From an optimization exercise on the open Yosys and OpenROAD flow, aimed at a short achievable clock period, few clock cycles and low power; shortcuts taken in it are not production practice. Function was checked by simulation only, so behaviour that the tests miss may differ from the original. No activity file was given, so power comes from the tool's default toggle rates.

== build 35 ==
Design procsi_core, start of the top module:
module procsi_core (
    input  wire        clk,
    input  wire        rst,         
    output reg         mem_req,
    output reg         mem_we,
    output reg  [7:0]  mem_addr,
    output reg  [15:0] mem_wdata,
    input  wire [15:0] mem_rdata,
    output wire        halted,
    output wire        faulted,
    input  wire [3:0]  dbg_sel,
    output reg  [15:0] dbg_data
);
export LEC_CHECK = 0
export CAP_MARGIN = 20
export CORE_MARGIN = 2
export CORE_UTILIZATION = 50
export CTS_BUF_LIST = sky130_fd_sc_hd__clkbuf_16
export CTS_CLUSTER_DIAMETER = 80
export CTS_CLUSTER_SIZE = 20
export PLACE_DENSITY = 0.7
export SETUP_SLACK_MARGIN = 5
export SLEW_MARGIN = 20
create_clock -name core_clock -period 10.0 [get_ports {clk}]
run.sh (not shown) runs the stock make flow with config.mk's settings and CLKGATE_MAP_FILE= SYNTH_SCRIPT=/design/flow/synth_recipe.tcl, a recipe that flattens the netlist after the stock synthesis.
Testbench counts of build 35, summed over its fixed seeds: cycles 162,220.
Edits applied to the flow inputs when going from build 35 to build 36:
# build 35
export LEC_CHECK = 0
export CAP_MARGIN = 20
export CORE_MARGIN = 2
export CORE_UTILIZATION = 50
export CTS_BUF_LIST = sky130_fd_sc_hd__clkbuf_16
export CTS_CLUSTER_DIAMETER = 80
export CTS_CLUSTER_SIZE = 20
export PLACE_DENSITY = 0.7
export SETUP_SLACK_MARGIN = 5
export SLEW_MARGIN = 20
create_clock -name core_clock -period 10.0 [get_ports {clk}]
# build 36
export LEC_CHECK = 0
export CAP_MARGIN = 20
export CORE_MARGIN = 2
export CORE_UTILIZATION = 55
export CTS_BUF_LIST = sky130_fd_sc_hd__clkbuf_8
export PLACE_DENSITY = 0.72
export SETUP_SLACK_MARGIN = 4.6
export SLEW_MARGIN = 20
create_clock -name core_clock -period 10.0 [get_ports {clk}]
Findings:
[compare] base=build 35 new=build 36: HPWL after detailed placement went down by 2.2%, count of input and output buffers now sits at about the same level. Area after synthesis: build 35 vs build 36 identical. Build 36 got as far as global routing (5_1_grt), where a tool error ended the run.
What build 27 does differently from build 36 at the input level:
# build 36
export LEC_CHECK = 0
export CAP_MARGIN = 20
export CORE_MARGIN = 2
export CORE_UTILIZATION = 55
export CTS_BUF_LIST = sky130_fd_sc_hd__clkbuf_8
export PLACE_DENSITY = 0.72
export SETUP_SLACK_MARGIN = 4.6
export SLEW_MARGIN = 20
create_clock -name core_clock -period 10.0 [get_ports {clk}]
# build 27
export LEC_CHECK = 0
export CAP_MARGIN = 25
export CORE_MARGIN = 2
export CORE_UTILIZATION = 50
export CTS_BUF_LIST = sky130_fd_sc_hd__clkbuf_16
export CTS_CLUSTER_DIAMETER = 80
export CTS_CLUSTER_SIZE = 20
export PLACE_DENSITY = 0.7
export SETUP_SLACK_MARGIN = 5
export SLEW_MARGIN = 25
create_clock -name core_clock -period 10.0 [get_ports {clk}]
==> comparison <==
Both conditions hold for build 27: the flow ran to the end and the final layout passed the timing, design-rule and antenna checks.
Seen in the log of build 36: GRT-0116 during global routing (5_1_grt), after which the run never completed.
Per the comparison of build 27 with build 36, starting density of the core decreased by 5.7 points relative to the old numbers; floorplan row count now larger; sequential fraction of the synthesis area held; number of hold-repair buffers added at the cts stage held.
Reported for build 36 and build 27, count of port buffers added during placement turned out identical to the last digit.
Comparing build 36 and build 27, the higher die boundary width is on build 27.
Here is what was changed in the inputs of build 21 compared with build 27.
# build 27
export LEC_CHECK = 0
export CAP_MARGIN = 25
export CORE_MARGIN = 2
export CORE_UTILIZATION = 50
export CTS_BUF_LIST = sky130_fd_sc_hd__clkbuf_16
export CTS_CLUSTER_DIAMETER = 80
export CTS_CLUSTER_SIZE = 20
export PLACE_DENSITY = 0.7
export SETUP_SLACK_MARGIN = 5
export SLEW_MARGIN = 25
create_clock -name core_clock -period 10.0 [get_ports {clk}]
# build 21
export LEC_CHECK = 0
export CAP_MARGIN = 25
export CORE_MARGIN = 2
export CORE_UTILIZATION = 50
export PLACE_DENSITY = 0.7
export SETUP_SLACK_MARGIN = 5
export SLEW_MARGIN = 25
create_clock -name core_clock -period 10.0 [get_ports {clk}]
Findings:
Detailed-router iteration count before antenna repair came out lower on build 21 than on build 27. Number of non-clock buffers in the layout: build 21 vs build 27 up 40. Final instance count without filler cells (lower): build 27. Summary: with build 27 as the reference, leakage component of the power in build 21 moved up by a few percent.
For build 67, these inputs were changed with respect to build 21:
# build 21
export LEC_CHECK = 0
export CAP_MARGIN = 25
export CORE_MARGIN = 2
export CORE_UTILIZATION = 50
export PLACE_DENSITY = 0.7
export SETUP_SLACK_MARGIN = 5
export SLEW_MARGIN = 25
create_clock -name core_clock -period 10.0 [get_ports {clk}]
# build 67
export LEC_CHECK = 0
export CAP_MARGIN = 25
export CORE_MARGIN = 2
export CORE_UTILIZATION = 50
export CTS_BUF_LIST = sky130_fd_sc_hd__clkbuf_16
export CTS_CLUSTER_DIAMETER = 90
export CTS_CLUSTER_SIZE = 24
export PLACE_DENSITY = 0.7
export SETUP_SLACK_MARGIN = 4.5
export SLEW_MARGIN = 25
create_clock -name core_clock -period 10.0 [get_ports {clk}]
Results
Build 67 and build 21 all finish clean.
Sort build 67 and build 21 by sequential share of layout area, ascending, and build 21 comes first.
Delta(clock network area share, build 67 - build 21) < 0
[compare] base=build 21 new=build 67: buffering overhead -4.6 points, worst-case vdd ir drop +22%, starting density of the core ~0 delta.
Total design power delta for build 67 relative to build 21: 0.39 mW lower
Detail-routed via count per cell across build 67 and build 21: no real change.
Per the comparison of build 67 with build 21, number of flops mapped to enable cells by yosys ~0 delta, cell area fell about 8%, number of buffers other than clock buffers in the final layout down 158.

[separate check: timing with driven ports]
How much do the figures lean on ideal ports? The routed layouts below were timed once more, with nothing changed but the port constraints. Step 1 (the two cells are an assumption about what drives the block):
set clk [get_ports {clk}]
set_driving_cell -lib_cell sky130_fd_sc_hd__clkbuf_16 $clk
set_driving_cell -lib_cell sky130_fd_sc_hd__buf_2 [delete_from_list [all_inputs] $clk]
Step 2, shift: input delay + t, output delay - t, t = (earliest + latest rising clock arrival at the registers) / 2. This alone moves slack from input paths to output paths. Three values: ideal ports, drivers, drivers and shift; two values: the first two.
| run | t (ns) | setup WS [ns] | latest minus earliest clock arrival (ns) |
|---|---|---|---|
| build 35 | 0.706 | 4.367 / 4.235 / 4.235 | 0.025 / 0.024 |
| build 27 | 0.688 | 4.478 / 4.221 / 4.221 | 0.041 / 0.040 |
| build 21 | 0.676 | 4.429 / 4.127 / 4.127 | 0.054 / 0.053 |
| build 67 | 0.678 | 4.400 / 4.235 / 3.812 | 0.055 / 0.054 |
After both steps every run listed still meets setup and hold. For build 67, which loses most, drivers alone change the setup slack by -0.165 ns; drivers and shift together by -0.588 ns.
